What follows belongs to an exercise in optimizing a design on an open flow for small area, a short achievable clock period and few clock cycles per item; a production flow would make more cautious choices.
Only simulation tests tie the RTL to the original design; equivalence was not proved.

--- flow/run.sh ---
#!/bin/bash
# synth_recipe.tcl (not shown) runs the flow's synth.tcl, then flattens the netlist and writes it again
# the make line also repeats each setting of config.mk as NAME=value (left out here)
make -C /OpenROAD-flow-scripts/flow DESIGN_CONFIG=/design/flow/config.mk WORK_HOME=/design/flow/orfs CLKGATE_MAP_FILE= SYNTH_SCRIPT=/design/flow/synth_recipe.tcl finish
--- flow/config.mk ---
export PLATFORM = sky130hd
export DESIGN_NAME = env_gen
export DESIGN_NICKNAME = env_gen
export VERILOG_FILES = /design/flow/design.v
export SDC_FILE = /design/flow/constraint.sdc
export NUM_CORES = 4
export LEC_CHECK = 0
export CAP_MARGIN = 70
export CORE_MARGIN = 2
export CORE_UTILIZATION = 60
export SLEW_MARGIN = 70
export SYNTH_HIERARCHICAL = 1
--- flow/constraint.sdc ---
create_clock -name core_clock -period 18.5 [get_ports {clk}]
set_input_delay 3.7000 -clock core_clock [delete_from_list [all_inputs] [get_ports {clk}]]
set_output_delay 3.7000 -clock core_clock [all_outputs]
set_load 0.01 [all_outputs]
--- flow/design.v ---
module fp32_mul_a (
    input  wire [36:0]  a,
    input  wire [36:0]  b,
    output wire [134:0] o
);
    wire a_z = a[36], a_i = a[35], b_z = b[36], b_i = b[35];
    wire sp = a_i | b_i;
    wire sn = (a_i & b_z) | (b_i & a_z);
    wire sy = a[34] ^ b[34];
    wire zr = a_z | b_z;
    wire [10:0] er0 = {a[33], a[33:24]} + {b[33], b[33:24]} - 11'd126;
    wire [29:0] p3 = a[23:0] * b[23:18];
    wire [29:0] p2 = a[23:0] * b[17:12];
    wire [29:0] p1 = a[23:0] * b[11:6];
    wire [29:0] p0 = a[23:0] * b[5:0];
    assign o = {sp, sn, sy, zr, er0, p3, p2, p1, p0};
endmodule
module fp32_mul_b (
    input  wire [134:0] i,
    output wire [44:0]  o
);
    wire [3:0]  hdr = i[134:131];
    wire [10:0] er0 = i[130:120];
    wire [29:0] p3 = i[119:90];
    wire [29:0] p2 = i[89:60];
    wire [29:0] p1 = i[59:30];
    wire [29:0] p0 = i[29:0];
    wire [47:0] p = {p3, 18'd0} + {6'd0, p2, 12'd0} + {12'd0, p1, 6'd0} + {18'd0, p0};
    wire [24:0] sg = p[47] ? p[47:23] : p[46:22];
    wire        st = p[47] ? (|p[22:0]) : (|p[21:0]);
    wire [10:0] er = p[47] ? er0 : (er0 - 11'd1);
    wire signed [10:0] ers = er;
    wire signed [10:0] shs = 11'sd1 - ers;
    wire        neg = (ers < 11'sd1);
    wire [4:0]  sh  = neg ? ((shs > 11'sd26) ? 5'd26 : shs[4:0]) : 5'd0;
    wire        big = (ers >= 11'sd255);
    assign o = {hdr, neg, big, sh, er[7:0], sg, st};
endmodule
module fp32_mul_c (
    input  wire [44:0] i,
    output reg  [31:0] y
);
    wire sp = i[44], sn = i[43], sy = i[42], zr = i[41];
    wire        neg = i[40], big = i[39];
    wire [4:0]  sh  = i[38:34];
    wire [7:0]  er  = i[33:26];
    wire [24:0] sg = i[25:1];
    wire        st = i[0];
    wire [24:0] ss  = sg >> sh;
    wire        lost = |(sg & ~(25'h1FF_FFFF << sh));
    wire [7:0]  efield = neg ? 8'd0 : er[7:0];
    wire        rup = ss[0] & (st | lost | ss[1]);
    wire [30:0] magr = {efield, ss[23:1]} + {30'd0, rup};
    always @* begin
        if (sp)
            y = sn ? 32'h7FC0_0000 : {sy, 8'hFF, 23'd0};
        else if (zr)
            y = {sy, 31'd0};
        else if (big)
            y = {sy, 8'hFF, 23'd0};
        else
            y = {sy, magr};
    end
endmodule
module fp32_add_a (
    input  wire [31:0] a,
    input  wire [31:0] b,
    output wire [66:0] o
);
    wire a_nan = (a[30:23] == 8'hFF) && (a[22:0] != 0);
    wire b_nan = (b[30:23] == 8'hFF) && (b[22:0] != 0);
    wire a_inf = (a[30:23] == 8'hFF) && (a[22:0] == 0);
    wire b_inf = (b[30:23] == 8'hFF) && (b[22:0] == 0);
    wire sp = a_nan | b_nan | a_inf | b_inf;
    wire sn = a_nan | b_nan | (a_inf & b_inf & (a[31] != b[31]));
    wire ss = a_inf ? a[31] : b[31];
    wire zs = a[31] & b[31];
    wire [7:0] xa = (a[30:23] == 0) ? 8'd1 : a[30:23];
    wire [7:0] xb = (b[30:23] == 0) ? 8'd1 : b[30:23];
    wire [8:0] dab = {1'b0, xa} - {1'b0, xb};
    wire [8:0] dba = {1'b0, xb} - {1'b0, xa};
    wire        swap = b[30:0] > a[30:0];
    wire [8:0]  d  = swap ? dba : dab;
    wire [4:0]  ds = (d[7:0] > 8'd27) ? 5'd27 : d[4:0];
    wire [7:0]  xp = swap ? xb : xa;
    wire [23:0] ma = {a[30:23] != 0, a[22:0]};
    wire [23:0] mb = {b[30:23] != 0, b[22:0]};
    wire [23:0] mp = swap ? mb : ma;
    wire [23:0] mq = swap ? ma : mb;
    wire        sg = swap ? b[31] : a[31];
    wire        same = (a[31] == b[31]);
    assign o = {sp, sn, ss, zs, sg, same, xp, ds, mp, mq};
endmodule
module fp32_add_b (
    input  wire [66:0] i,
    output wire [40:0] o
);
    wire [4:0]  hdr = i[66:62];
    wire        same = i[61];
    wire [7:0]  xp = i[60:53];
    wire [4:0]  ds = i[52:48];
    wire [23:0] mp = i[47:24];
    wire [23:0] mq = i[23:0];
    wire [26:0] ap  = {mp, 3'b000};
    wire [26:0] aq0 = {mq, 3'b000};
    wire [26:0] aqs = aq0 >> ds;
    wire        qst = |(aq0 & ~(27'h7FF_FFFF << ds));
    wire [26:0] aq  = {aqs[26:1], aqs[0] | qst};
    wire [27:0] s = same ? ({1'b0, ap} + {1'b0, aq}) : ({1'b0, ap} - {1'b0, aq});
    assign o = {hdr, xp, s};
endmodule
module fp32_add_c1p (
    input  wire [40:0] i,
    output wire [41:0] o       
);
    wire [4:0]  hdr = i[40:36];
    wire [7:0]  xp = i[35:28];
    wire [27:0] s  = i[27:0];
    reg [4:0] lz;
    integer k;
    always @* begin
        lz = 5'd27;
        for (k = 0; k < 27; k = k + 1)
            if (s[k]) lz = 5'd26 - k[4:0];
    end
    wire [4:0]  lmax = (xp - 8'd1 > 8'd27) ? 5'd27 : (xp[4:0] - 5'd1);
    wire [4:0]  lsh  = (lz < lmax) ? lz : lmax;
    wire [26:0] sl   = s[26:0] << lsh;
    wire [26:0] sr   = {s[27:2], s[1] | s[0]};
    wire [26:0] sn_  = s[27] ? sr : sl;
    wire [8:0]  en   = s[27] ? ({1'b0, xp} + 9'd1) : ({1'b0, xp} - {4'd0, lsh});
    assign o = {hdr, s == 28'd0, en, sn_};
endmodule
module fp32_add_c2p (
    input  wire [41:0] i,
    output reg  [31:0] y
);
    wire        sp = i[41], sn = i[40], ss = i[39], zs = i[38], sg = i[37], sz = i[36];
    wire [8:0]  en  = i[35:27];
    wire [26:0] sn_ = i[26:0];
    wire [7:0]  efield = sn_[26] ? en[7:0] : 8'd0;
    wire [30:0] mag  = {efield, sn_[25:3]};
    wire        rup  = sn_[2] & (sn_[1] | sn_[0] | sn_[3]);
    wire [30:0] magr = mag + {30'd0, rup};
    always @* begin
        if (sp)
            y = sn ? 32'h7FC0_0000 : {ss, 8'hFF, 23'd0};
        else if (sz)
            y = {zs, 31'd0};
        else if (en >= 9'd255)
            y = {sg, 8'hFF, 23'd0};
        else
            y = {sg, magr};
    end
endmodule
module fp32_add_c1u (
    input  wire [40:0] i,
    output wire [38:0] o       
);
    wire        zs = i[37], sg = i[36];
    wire [7:0]  xp = i[35:28];
    wire [27:0] s  = i[27:0];
    reg [4:0] lz;
    integer k;
    always @* begin
        lz = 5'd27;
        for (k = 0; k < 27; k = k + 1)
            if (s[k]) lz = 5'd26 - k[4:0];
    end
    wire [26:0] sr = {s[27:2], s[1] | s[0]};
    wire [26:0] fl = s[26:0] << lz;
    wire [26:0] fn = s[27] ? sr : fl;
    wire [9:0]  fe = s[27] ? ({2'b00, xp} + 10'd1) : ({2'b00, xp} - {5'd0, lz});
    wire        z  = (s == 28'd0);
    assign o = {z, z ? zs : sg, fe, fn};
endmodule
module fp32_add_c2u (
    input  wire [38:0] i,
    output wire        un_z,
    output wire        un_s,
    output wire [9:0]  un_e,
    output wire [23:0] un_f
);
    wire [9:0]  fe = i[36:27];
    wire [26:0] fn = i[26:0];
    wire        fru = fn[2] & (fn[1] | fn[0] | fn[3]);
    wire [24:0] fm  = {1'b0, fn[26:3]} + {24'd0, fru};
    assign un_z = i[38];
    assign un_s = i[37];
    assign un_e = fe + {9'd0, fm[24]};
    assign un_f = fm[24] ? 24'h80_0000 : fm[23:0];
endmodule
module div_norm (
    input  wire        is_off,
    input  wire [31:0] held,
    input  wire [31:0] off,
    output wire [36:0] o
);
    wire [31:0] w0 = is_off ? off : {held[30:23] != 0, held[22:0], 8'd0};
    reg  [4:0]  lz;
    integer i;
    always @* begin
        lz = 5'd0;
        for (i = 0; i < 32; i = i + 1)
            if (w0[i]) lz = 5'd31 - i[4:0];
    end
    wire [31:0] wn = w0 << lz;
    wire [9:0]  eb = is_off ? 10'd158 : {2'b00, (held[30:23] == 0) ? 8'd1 : held[30:23]};
    assign o = {wn[31:7], |wn[6:0], eb - {5'd0, lz}, w0 == 32'd0};
endmodule
module div_round (
    input  wire [36:0] i,
    output wire [34:0] o
);
    wire [24:0] w  = i[36:12];
    wire        st = i[11];
    wire [9:0]  e  = i[10:1];
    wire        rup = w[0] & (st | w[1]);
    wire [24:0] sg  = {1'b0, w[24:1]} + {24'd0, rup};
    assign o = {sg[24] ? 24'h80_0000 : sg[23:0], e + {9'd0, sg[24]}, i[0]};
endmodule
module div_first (
    input  wire [34:0] i,
    input  wire        is_off,
    input  wire [22:0] nAs,
    input  wire [9:0]  nAe,
    input  wire [22:0] nRs,
    input  wire [9:0]  nRe,
    output wire [34:0] o
);
    wire [23:0] n  = i[34:11];
    wire [9:0]  en = i[10:1];
    wire [23:0] d  = is_off ? {1'b1, nRs} : {1'b1, nAs};
    wire [9:0]  ed = is_off ? nRe : nAe;
    wire        ge = n >= d;
    wire [24:0] ra = {1'b0, n} - {1'b0, d};
    wire [24:0] rb = {n, 1'b0} - {1'b0, d};
    wire [23:0] r  = ge ? ra[23:0] : rb[23:0];
    wire [9:0]  eq = en - ed + 10'd127 - {9'd0, ~ge};
    assign o = {r, eq, i[0]};
endmodule
module div_rows #(
    parameter integer K = 2
) (
    input  wire        is_off,
    input  wire [22:0] nAs,
    input  wire [22:0] nRs,
    input  wire [23:0] ri,
    input  wire [23:0] qi,
    output reg  [23:0] ro,
    output reg  [23:0] qo
);
    wire [23:0] d = is_off ? {1'b1, nRs} : {1'b1, nAs};
    reg [24:0] r2;
    reg [25:0] df;
    integer k;
    always @* begin
        ro = ri;
        qo = qi;
        for (k = 0; k < K; k = k + 1) begin
            r2 = {ro, 1'b0};
            df = {1'b0, r2} - {2'b00, d};
            qo = {qo[22:0], ~df[25]};
            ro = df[25] ? r2[23:0] : df[23:0];
        end
    end
endmodule
module div_qround (
    input  wire [23:0] qf,      
    input  wire [23:0] rem,
    input  wire [9:0]  eqf,
    input  wire        z,
    output wire [31:0] q
);
    wire        stf  = (rem != 24'd0);
    wire [24:0] qv   = {1'b1, qf};
    wire        qneg = eqf[9] | (eqf == 10'd0);
    wire [9:0]  shw  = 10'd1 - eqf;
    wire [4:0]  sht  = qneg ? ((shw > 10'd26) ? 5'd26 : shw[4:0]) : 5'd0;
    wire [24:0] qs   = qv >> sht;
    wire        lost = |(qv & ~(25'h1FF_FFFF << sht));
    wire [7:0]  efq  = qneg ? 8'd0 : eqf[7:0];
    wire        rupq = qs[0] & (stf | lost | qs[1]);
    wire [30:0] magq = {efq, qs[23:1]} + {30'd0, rupq};
    assign q = z ? 32'd0 : ((!eqf[9] && eqf >= 10'd255) ? 32'h7F80_0000 : {1'b0, magq});
endmodule
module div_srt_rows #(
    parameter integer K = 3
) (
    input  wire        is_off,
    input  wire [22:0] nAs,
    input  wire [22:0] nRs,
    input  wire [26:0] wsi,
    input  wire [26:0] wci,
    input  wire [23:0] qpi,
    input  wire [23:0] qni,
    output reg  [26:0] wso,
    output reg  [26:0] wco,
    output reg  [23:0] qpo,
    output reg  [23:0] qno
);
    wire [26:0] d = {3'b000, 1'b1, is_off ? nRs : nAs};
    reg  [26:0] a, b, c;
    reg  [4:0]  y;
    reg         pos, neg;
    integer k;
    always @* begin
        wso = wsi; wco = wci; qpo = qpi; qno = qni;
        for (k = 0; k < K; k = k + 1) begin
            y   = wso[25:21] + wco[25:21];             
            pos = ~y[4];                               
            neg = y[4] & (y != 5'b11111);              
            a   = {wso[25:0], 1'b0};
            b   = {wco[25:0], pos};                    
            c   = pos ? ~d : (neg ? d : 27'd0);
            wso = a ^ b ^ c;
            wco = {((a & b) | (a & c) | (b & c)), 1'b0};
            qpo = {qpo[22:0], pos};
            qno = {qno[22:0], neg};
        end
    end
endmodule
module div_srt_fix (
    input  wire [23:0] d,
    input  wire [26:0] ws,
    input  wire [26:0] wc,
    input  wire [23:0] qp,
    input  wire [23:0] qn,
    output wire [23:0] qf,
    output wire        st
);
    wire [26:0] r   = ws + wc;
    wire        rn  = r[26];
    wire [24:0] qi  = {1'b1, qp} - {1'b0, qn} - {24'd0, rn};
    assign qf = qi[23:0];
    assign st = rn ? (r != (27'd0 - {3'b000, d})) : (r != 27'd0);
endmodule
module env_gen (
    input  wire        clk,
    input  wire        rst,
    input  wire        cmd_valid,
    output wire        cmd_ready,
    input  wire [1:0]  cmd_op,
    input  wire [95:0] cmd_data,
    output wire        g_valid,
    input  wire        g_ready,
    output wire [31:0] gain
);
    localparam [31:0] ONE = 32'h3F80_0000;
    localparam [1:0] T_ON = 2'd0, T_OFF = 2'd1, T_MOP = 2'd2;
    localparam integer K  = 2;             
    localparam integer ND = 24 / K;        
    localparam integer S_I   = 0;          
    localparam integer S_P1  = 1;          
    localparam integer S_P2  = 2;          
    localparam integer S_P3  = 3;          
    localparam integer S_D0  = 4;          
    localparam integer S_T1  = S_D0 + ND;  
    localparam integer S_A1  = S_T1 + 1;   
    localparam integer S_A4  = S_T1 + 4;
    localparam integer S_M1  = S_T1 + 5;   
    localparam integer S_M2  = S_T1 + 6;
    localparam integer S_M3  = S_T1 + 7;
    localparam integer S_U1  = S_T1 + 8;   
    localparam integer S_U3  = S_T1 + 10;
    localparam integer NS    = S_U3 + 1;
    localparam integer W     = S_U3 - S_A4 + 1;
    reg [31:0] cA;
    reg [22:0] nAs, nRs;              
    reg [9:0]  nAe, nRe;              
    reg [36:0] nDS;                   
    reg [31:0] held, off;             
    reg [31:0] held_t;                
    reg [31:0] held_c, off_c;         
    reg [36:0] mu;                    
    reg        bv, bg;
    reg [1:0]  bop;
    reg [95:0] bd;
    reg [31:0] gq;
    reg [4:0]  wp, ip, cp;
    reg [NS-1:0] v;
    reg [1:0]    ty [0:NS-1];
    reg          rf [0:S_T1];
    reg [3:0]    cnt;                 
    reg          df;                  
    reg          cpend, cpon;         
    wire [4:0] inq    = wp - cp;
    wire       replay = (ip != wp);
    wire       rgate  = gq[ip];
    wire       cnt_ok = (cnt >= W - 1);
    wire       empty  = ~(|v) & ~replay & ~cpend;
    wire       r_issue = ~df & replay & (rgate | cnt_ok);
    wire       can_b  = ~df & ~replay &
                        ((bop == 2'd0) ? ((bg | cnt_ok) & (inq < 5'd30)) : empty);
    wire       consume = bv & can_b;
    wire       b_issue = consume & ~bop[0];                
    wire       issue   = r_issue | b_issue;
    wire       igate   = r_issue ? rgate : bg;
    wire       istep   = r_issue | (consume & (bop == 2'd0));
    wire [1:0] ity     = (b_issue & bop[1]) ? T_MOP : (igate ? T_ON : T_OFF);
    assign cmd_ready = ~bv | can_b;
    wire off_nz = (off != 32'd0);
    reg        ov;
    reg [31:0] od;
    assign g_valid = ov;
    assign gain    = od;
    wire [31:0] out6;
    wire [36:0] m6;
    wire        arr    = v[NS-1] & ~df;
    wire        arr_g  = arr & (ty[NS-1] != T_MOP);
    wire        commit = arr_g & (~ov | g_ready);
    wire        drop   = arr_g & ov & ~g_ready;
    always @(posedge clk) begin
        if (rst) begin
            ov    <= 1'b0;
            df    <= 1'b0;
            cpend <= 1'b0;
        end else begin
            df    <= drop;
            cpend <= commit;
            cpon  <= (ty[NS-1] == T_ON);
            if (commit) begin
                ov <= 1'b1;
                od <= out6;
            end else if (g_ready)
                ov <= 1'b0;
        end
    end
    wire [36:0] uA, uR, uD;
    fp_unpk u_unA (.x(bd[31:0]),  .u(uA));
    fp_unpk u_unR (.x(bd[63:32]), .u(uR));
    fp_unpk u_unD (.x(bd[95:64]), .u(uD));
    wire [31:0] held_inc, held_t_inc, held_c_inc;
    fp_inc1 u_inc0 (.h(held),   .y(held_inc));
    fp_inc1g u_inc1 (.h(held_t), .h1(h1), .y(held_t_inc));
    fp_inc1g u_inc2 (.h(held_c), .h1(h1), .y(held_c_inc));
    reg [31:0] h1;
    reg        h1cap;
    always @(posedge clk) begin
        if (rst) begin
            h1 <= ONE; h1cap <= 1'b0;
        end else begin
            h1cap <= consume && bop == 2'd2;
            if (h1cap)
                h1 <= held_inc;
            else if (consume && bop[0])
                h1 <= ONE;
        end
    end
    always @(posedge clk) begin
        if (rst) begin
            bv   <= 1'b0;
            cA   <= 32'h4596_0000;            
            nAs  <= 23'h16_0000;
            nAe  <= 10'd139;
            nRs  <= 23'h3B_8000;              
            nRe  <= 10'd141;
            nDS  <= {3'b000, 10'd113, 24'h83_126F};    
            held <= 32'd0;
            off  <= 32'd0;
            held_c <= 32'd0;
            off_c  <= 32'd0;
            wp <= 5'd0; ip <= 5'd0; cp <= 5'd0;
            cnt <= W - 1;
        end else begin
            bv <= (cmd_valid & cmd_ready) | (bv & ~consume);
            if (cmd_ready) begin
                bop <= cmd_op;
                bd  <= cmd_data;
                bg  <= (cmd_data[31:0] != 32'd0);
            end
            if (cpend) begin
                cp <= cp + 5'd1;
                if (cpon) begin
                    held_c <= (off_c != 32'd0) ? ONE : held_c_inc;
                    off_c  <= 32'd0;
                end else if (off_c != 32'hFFFF_FFFF)
                    off_c <= off_c + 32'd1;
            end
            if (df) begin
                held <= held_c;
                off  <= off_c;
                ip   <= cp;
                cnt  <= W - 1;
            end else begin
                if (issue && ity != T_OFF) cnt <= 4'd0;
                else if (!cnt_ok)          cnt <= cnt + 4'd1;
                if (istep) begin
                    ip <= ip + 5'd1;
                    if (igate) begin
                        held <= off_nz ? ONE : held_inc;
                        off  <= 32'd0;
                    end else if (off != 32'hFFFF_FFFF)
                        off <= off + 32'd1;
                end
                if (consume && bop == 2'd0) begin
                    gq[wp] <= bg;
                    wp <= wp + 5'd1;
                end
                if (consume && bop != 2'd0) begin
                    case (bop)
                        2'd1: begin
                            cA  <= bd[31:0];
                            nAe <= uA[33:24]; nAs <= uA[22:0];
                            nRe <= uR[33:24]; nRs <= uR[22:0];
                            nDS <= uD;
                            held <= 32'd0; off <= 32'd0;
                            held_c <= 32'd0; off_c <= 32'd0;
                        end
                        2'd2: begin
                            held <= bd[31:0]; off <= bd[63:32];
                            held_c <= bd[31:0]; off_c <= bd[63:32];
                        end
                        default: begin
                            held <= 32'd0; off <= 32'd0;
                            held_c <= 32'd0; off_c <= 32'd0;
                        end
                    endcase
                end
            end
        end
    end
    integer q;
    always @(posedge clk) begin
        if (rst || df)
            v <= {NS{1'b0}};
        else
            v <= {v[NS-2:0], issue};
        ty[0] <= ity;
        for (q = 1; q < NS; q = q + 1) ty[q] <= ty[q-1];
        rf[0] <= off_nz;
        for (q = 1; q <= S_T1; q = q + 1) rf[q] <= rf[q-1];
    end
    wire [36:0] p1_n;
    div_norm u_dn (.is_off(ty[S_I][0]), .held(held), .off(off), .o(p1_n));
    reg  [36:0] p1;
    always @(posedge clk) p1 <= p1_n;
    wire [34:0] p2_n;
    div_round u_dr (.i(p1), .o(p2_n));
    reg  [34:0] p2;
    always @(posedge clk) p2 <= p2_n;
    wire [34:0] p3_n;
    div_first u_df (.i(p2), .is_off(ty[S_P2][0]), .nAs(nAs), .nAe(nAe),
                    .nRs(nRs), .nRe(nRe), .o(p3_n));
    reg [23:0] dr [0:ND];
    reg [9:0]  de [0:ND];
    reg        dz [0:ND];
    always @(posedge clk) begin
        dr[0] <= p3_n[34:11]; de[0] <= p3_n[10:1]; dz[0] <= p3_n[0];
    end
    genvar g;
    generate
        for (g = 0; g < ND; g = g + 1) begin : dstage
            localparam integer QW = K * (g + 1);
            reg  [QW-1:0] qr;
            wire [23:0] qin;
            if (g == 0) begin : q0
                assign qin = 24'd0;
            end else begin : qn
                assign qin = {{(24 - K * g){1'b0}}, dstage[g-1].qr};
            end
            wire [23:0] ro, qo;
            div_rows #(.K(K)) u_rows (.is_off(ty[S_P3 + g][0]), .nAs(nAs), .nRs(nRs),
                                      .ri(dr[g]), .qi(qin), .ro(ro), .qo(qo));
            always @(posedge clk) begin
                dr[g+1] <= ro; qr <= qo[QW-1:0]; de[g+1] <= de[g]; dz[g+1] <= dz[g];
            end
        end
    endgenerate
    wire [31:0] qres;
    div_qround u_qr (.qf(dstage[ND-1].qr), .rem(dr[ND]), .eqf(de[ND]), .z(dz[ND]), .q(qres));
    reg [31:0] t1_q;
    always @(posedge clk) t1_q <= qres;
    always @(posedge clk) begin
        if (rst)
            held_t <= 32'd0;
        else if (df)
            held_t <= held_c;
        else if (consume && bop != 2'd0)
            held_t <= (bop == 2'd2) ? bd[31:0] : 32'd0;
        else if (v[S_T1-1] && ty[S_T1-1] == T_ON)
            held_t <= rf[S_T1-1] ? ONE : held_t_inc;
    end
    wire        aoff = ty[S_T1][0];
    wire [31:0] u1a = aoff ? ONE : cA;
    wire [31:0] u1b = aoff ? t1_q : held_t;
    wire [66:0] a1_n;
    fp32_add_a u_a1 (.a(u1a), .b({~u1b[31], u1b[30:0]}), .o(a1_n));
    reg [66:0] a1;
    reg        a1_ge, a2_ge, a3_ge;
    reg [31:0] a1_x, a2_x, a3_x, a4_x;
    always @(posedge clk) begin
        a1 <= a1_n; a1_ge <= aoff & (t1_q[30:23] >= 8'd127); a1_x <= t1_q;
    end
    wire [40:0] a2_n;
    fp32_add_b u_a2 (.i(a1), .o(a2_n));
    reg [40:0] a2;
    always @(posedge clk) begin
        a2 <= a2_n; a2_ge <= a1_ge; a2_x <= a1_x;
    end
    wire [38:0] a3_n;
    fp32_add_c1u u_a3 (.i(a2), .o(a3_n));
    reg [38:0] a3;
    always @(posedge clk) begin
        a3 <= a3_n; a3_ge <= a2_ge; a3_x <= a2_x;
    end
    wire        a4z, a4s;
    wire [9:0]  a4e;
    wire [23:0] a4f;
    fp32_add_c2u u_a4 (.i(a3), .un_z(a4z), .un_s(a4s), .un_e(a4e), .un_f(a4f));
    reg [36:0] a4;
    always @(posedge clk) begin
        a4 <= {a4z | a3_ge, 1'b0, a4s & ~a3_ge, a4e, a4f}; a4_x <= a3_x;
    end
    wire [36:0]  mla = ty[S_A4][0] ? mu : nDS;
    wire [134:0] m1_n;
    fp32_mul_a u_m1 (.a(mla), .b(a4), .o(m1_n));
    reg [134:0] m1;
    reg [31:0]  m1_x, m2_x, m3_x, m3_p;
    always @(posedge clk) begin
        m1 <= m1_n; m1_x <= a4_x;
    end
    wire [44:0] m2_n;
    fp32_mul_b u_m2 (.i(m1), .o(m2_n));
    reg [44:0] m2;
    always @(posedge clk) begin
        m2 <= m2_n; m2_x <= m1_x;
    end
    wire [31:0] m3_n;
    fp32_mul_c u_m3 (.i(m2), .y(m3_n));
    always @(posedge clk) begin
        m3_p <= m3_n;
        m3_x <= ty[S_M2][0] ? m3_n : m2_x;
    end
    wire [66:0] u1_n;
    fp32_add_a u_u1 (.a(m3_p), .b(ONE), .o(u1_n));
    reg [66:0] u1;
    reg [31:0] u1_x, u2_x, u3_x;
    always @(posedge clk) begin
        u1 <= u1_n; u1_x <= m3_x;
    end
    wire [40:0] u2_n;
    fp32_add_b u_u2 (.i(u1), .o(u2_n));
    reg [40:0] u2;
    always @(posedge clk) begin
        u2 <= u2_n; u2_x <= u1_x;
    end
    wire [41:0] u3_n;
    fp32_add_c1p u_u3 (.i(u2), .o(u3_n));
    reg [41:0] u3;
    always @(posedge clk) begin
        u3 <= u3_n; u3_x <= u2_x;
    end
    wire [31:0] u4_r;
    fp32_add_c2p u_u4 (.i(u3), .y(u4_r));
    env_t6 u_t6 (.r(u4_r), .x(u3_x), .is_off(ty[NS-1][0]), .y(out6), .m(m6));
    always @(posedge clk) begin
        if (rst)
            mu <= {1'b1, 36'd0};
        else if (consume && bop[0])       
            mu <= {1'b1, 36'd0};
        else if (arr && ty[NS-1] != T_OFF)
            mu <= m6;
    end
endmodule
module fp_inc1 (
    input  wire [31:0] h,
    output reg  [31:0] y
);
    wire [7:0]  e  = h[30:23];
    wire [23:0] hm = {e != 8'd0, h[22:0]};
    wire [7:0]  da = 8'd127 - ((e == 8'd0) ? 8'd1 : e);
    wire [4:0]  d5 = (da > 8'd25) ? 5'd25 : da[4:0];
    wire [24:0] x  = {hm, 1'b0} >> d5;
    wire        sa = |({hm, 1'b0} & ~(25'h1FF_FFFF << d5));
    wire        ra = x[0] & (sa | x[1]);
    wire [23:0] xa = {1'b0, x[23:1]} + 24'd1;
    wire [4:0]  j  = 5'd31 & (8'd150 - e);
    wire [24:0] oh = 25'd1 << j;
    wire [24:0] s  = {1'b0, hm} + oh;
    wire [24:0] s2 = {1'b0, hm} + oh + 25'd2;
    wire [30:0] hc = h[30:0] + {30'd0, h[0]};
    always @* begin
        if (e < 8'd127)
            y = ra ? {1'b0, xa[23] ? 8'd128 : 8'd127, xa[22:0]} : {1'b0, 8'd127, x[23:1]};
        else if (e <= 8'd150)
            y = !s[24] ? {1'b0, e, s[22:0]}
              : ((s[0] & s[1]) ? {1'b0, e + 8'd1, s2[23:1]} : {1'b0, e + 8'd1, s[23:1]});
        else if (e == 8'd151)
            y = {1'b0, hc};
        else
            y = h;
    end
endmodule
module fp_inc1g (
    input  wire [31:0] h,
    input  wire [31:0] h1,
    output reg  [31:0] y
);
    wire [7:0]  e  = h[30:23];
    wire [23:0] hm = {1'b1, h[22:0]};
    wire [4:0]  j  = 5'd31 & (8'd150 - e);
    wire [24:0] oh = 25'd1 << j;
    wire [24:0] s  = {1'b0, hm} + oh;
    wire [24:0] s2 = {1'b0, hm} + oh + 25'd2;
    wire [30:0] hc = h[30:0] + {30'd0, h[0]};
    always @* begin
        if (e < 8'd127)
            y = h1;
        else if (e <= 8'd150)
            y = !s[24] ? {1'b0, e, s[22:0]}
              : ((s[0] & s[1]) ? {1'b0, e + 8'd1, s2[23:1]} : {1'b0, e + 8'd1, s[23:1]});
        else if (e == 8'd151)
            y = {1'b0, hc};
        else
            y = h;
    end
endmodule
module fp_unpk (
    input  wire [31:0] x,
    output wire [36:0] u
);
    reg [4:0] lz;
    integer i;
    always @* begin
        lz = 5'd0;
        for (i = 0; i < 23; i = i + 1)
            if (x[i]) lz = 5'd23 - i[4:0];
    end
    wire [23:0] mm = {1'b0, x[22:0]} << lz;
    assign u = (x[30:23] != 0)
             ? {1'b0, x[30:23] == 8'hFF, x[31], 2'b00, x[30:23], 1'b1, x[22:0]}
             : {x[22:0] == 0, 1'b0, x[31], 10'd1 - {5'd0, lz}, mm};
endmodule
module env_t6 (
    input  wire [31:0] r,
    input  wire [31:0] x,
    input  wire        is_off,
    output wire [31:0] y,
    output wire [36:0] m
);
    localparam [31:0] SUSTAIN = 32'h3F33_3333;    
    function automatic flt(input [31:0] a, input [31:0] b);
        reg an, bn;
        begin
            an = (a[30:23] == 8'hFF) && (a[22:0] != 0);
            bn = (b[30:23] == 8'hFF) && (b[22:0] != 0);
            if (an || bn)                          flt = 1'b0;
            else if (a[30:0] == 0 && b[30:0] == 0) flt = 1'b0;
            else if (a[31] != b[31])               flt = a[31];
            else if (!a[31])                       flt = a[30:0] < b[30:0];
            else                                   flt = a[30:0] > b[30:0];
        end
    endfunction
    wire [31:0] rel  = flt(r, SUSTAIN) ? SUSTAIN : r;
    wire        crel = flt(rel, x);
    wire [36:0] ur, ux;
    assign ur = {1'b0, rel[30:23] == 8'hFF, rel[31], 2'b00, rel[30:23], 1'b1, rel[22:0]};   
    fp_unpk u_ux (.x(x),   .u(ux));
    assign y = is_off ? x : (crel ? rel : x);
    assign m = crel ? ur : ux;
endmodule
==> results.txt <==
[worst max-delay path: stages, from the launching register on]
cell	delay, ns
dfxtp_2	0.45
nand2b_1	0.23
fa_1	0.42
nand3_1	0.12
a21oi_1	0.07
nand4b_1	0.31
o21ba_2	0.31
o211ai_1	0.17
nand2_1	0.17
clkdlybuf4s50_1	0.54
[cell type report]
class,instances,area share (%)
Sequential cell,2226,23.9
Antenna cell,2,0.00257
Clock inverter,149,0.991
Timing Repair Buffer,566,2.63
Clock buffer,296,3.41
Inverter,1314,2.54
Tap cell,3919,2.52
Multi-Input combinational cell,16500,64.0
[how the worst min path moves through the flow]
stage / cells past startpoint / slack [ns] / start / end
3_5_place_dp: 0 / 0.31 / u2_x[0] / u3_x[0]
5_1_grt: 0 / 0.28 / de[8][2] / de[9][2]
3_3_place_gp: 0 / 0.31 / m1_x[21] / m2_x[21]
4_1_cts: 0 / 0.28 / de[8][3] / de[9][3]
2_1_floorplan: 0 / 0.31 / a1_ge / a2_ge
6_report: 0 / 0.28 / de[8][3] / de[9][3]
[cell usage in the layout (no fill, tap or decap), types with 151 or more instances in the layout]
| cell type | instances |
|---|---|
| nand2_1 | 1966 |
| dfxtp_1 | 1915 |
| a21oi_1 | 1481 |
| nor2_1 | 1343 |
| inv_1 | 1264 |
| ha_1 | 1222 |
| o21ai_0 | 963 |
| and2_1 | 725 |
| mux2i_1 | 650 |
| xnor2_1 | 564 |
| a21o_1 | 517 |
| nand3_1 | 452 |
| fa_1 | 423 |
| xor2_1 | 341 |
| mux2_2 | 295 |
| a211oi_1 | 294 |
| nor3_1 | 293 |
| nand2b_1 | 292 |
| clkbuf_16 | 245 |
| nand4_1 | 239 |
| and3_1 | 229 |
| o211ai_1 | 224 |
| mux2_1 | 198 |
| buf_4 | 193 |
| nor2b_1 | 188 |
| edfxtp_1 | 164 |
| o21a_1 | 151 |
[registers in the layout (all words and copies together) (netlist names), 35 cells and up]
name and flops:
bd 96, p1 37, a4 36, mu 37
a2 38, dstage.qr 156, u2 41, de 130
p2 35, m1 135, m2 45, u1 67
a3 39, ty 54, nDS 37, u3 42
a1 64, dr 312
[per-stage QoR]
step / hold slack (ns) / setup slack (ns)
final: 0.281 / 11.13
after global routing: 0.283 / 10.98
after CTS: 0.281 / 11.10
after detailed placement: 0.312 / 11.64
after global placement: 0.310 / 11.01
after floorplan: 0.310 / 11.41
[layer usage]
metal	global-route usage, %	wire length, um
met5	0	93
met4	17.7	31700
met2	56.8	250000
met3	5.65	47800
met1	48.7	239000
==> results.txt <==
syn_area_per_cell=8.43 um^2; Setup violations, final=0; site row count=199; Post-Route WL=569000 um; worst-path fanout max=18; Reg area=46500 um^2; DP Cell Count=24500; Nets=22600; number of I/O port buffers=135; CTS H-tree depth=4; CP arrival=3.67 ns; endpoint class of the critical path=output pin; RSZ-0062 raised after global routing=false; Slew headroom=65.9%; Min-Delay Path Class=reg -> reg; Layout Utilization=66.2%; Via density=6.39; R2R Setup Slk=11.51 ns; DP Area=185000 um^2; total track usage=36.3%; minimum clock period=7.37 ns; Final Cycle Share=39.9%; Initial Util=60.4%; non-filler cells, final=25000; # fillers=25200; Synth Instances=21100; postcts setup bufs=0; first-pass GRT wire length=871000 um; drt wl/cell=22.8 um; Worst-Skew Late Latency=0.95 ns; grt ovf=0; Max Fclk=136 MHz; DR vias=160000; clock root cell=clkbuf_16; vias in the first global route=149000; CTS tree=yes; largest net degree at the start of global routing=68; Clock Sinks=2226; CTS clk-pin slew, worst paths=0.06 ns; Detail Placement HPWL=429000 um; Reg2Reg Depth=25; core area=294000 um^2; yosys warns=27; RR Startpoint=nRs[4]; status=timing/DRC/antenna clean; worst slew pin tran=0.501 ns; fin area=195000 um^2; Die Area=301000 um^2; Initial DRC Count=16700; Mapped Area=178000 um^2; Max Slew Vio Count=0; multi-input logic area=125000 um^2; Setup crit start=wp[0]; Clock Path Buffers=4; Top Ports=136; CP Launch Type=register; CTS buffer count=239; DRC errors left=0; post_cts resized=0; crit path kind=reg -> out; clock skew=0.0532 ns; hold_buf cts=0; Placer Congestion=1.02; Die Y=548 um; Max-Cap Viols=0; RR Endpoint=dr[12][5]; layout cells sized above 1=11.8%; first-pass iteration count of the detailed router=8; Setup TNS Final=0 ns; post-route ant nets=0; CP Capture Point=cmd_ready; initial antenna violation count=19; die width=548 um; critical path data required time=14.80 ns; Area growth syn-to-layout=9.52%; final hold vios=0
Testbench counts, summed over its fixed seeds: cycles 2,372, items 2,048.

static timing again, ports no longer ideal:
Ports are ideal in the flow. The routed layout listed here was re-timed in OpenROAD.
Step 1 (the two cells are an assumption about what drives the block):
set clk [get_ports {clk}]
set_driving_cell -lib_cell sky130_fd_sc_hd__clkbuf_16 $clk
set_driving_cell -lib_cell sky130_fd_sc_hd__buf_2 [delete_from_list [all_inputs] $clk]
Step 2 times the ports against the registers' clock, not the clock port: input delays grow and output delays shrink by t, the midpoint of the rising clock arrivals with the driver on.
Slacks: ideal ports / drivers / drivers and shift; pairs: ideal ports / drivers.
shift t [ns]: 1.036
setup WS [ns]: 11.126 / 11.013 / 11.508
latest minus earliest clock arrival (ns): 0.069 / 0.069
pins driven straight from the clock port: 1
After both steps setup and hold are still met in this run. The setup slack of this run moves by -0.113 ns with the drivers and by +0.382 ns with both steps.
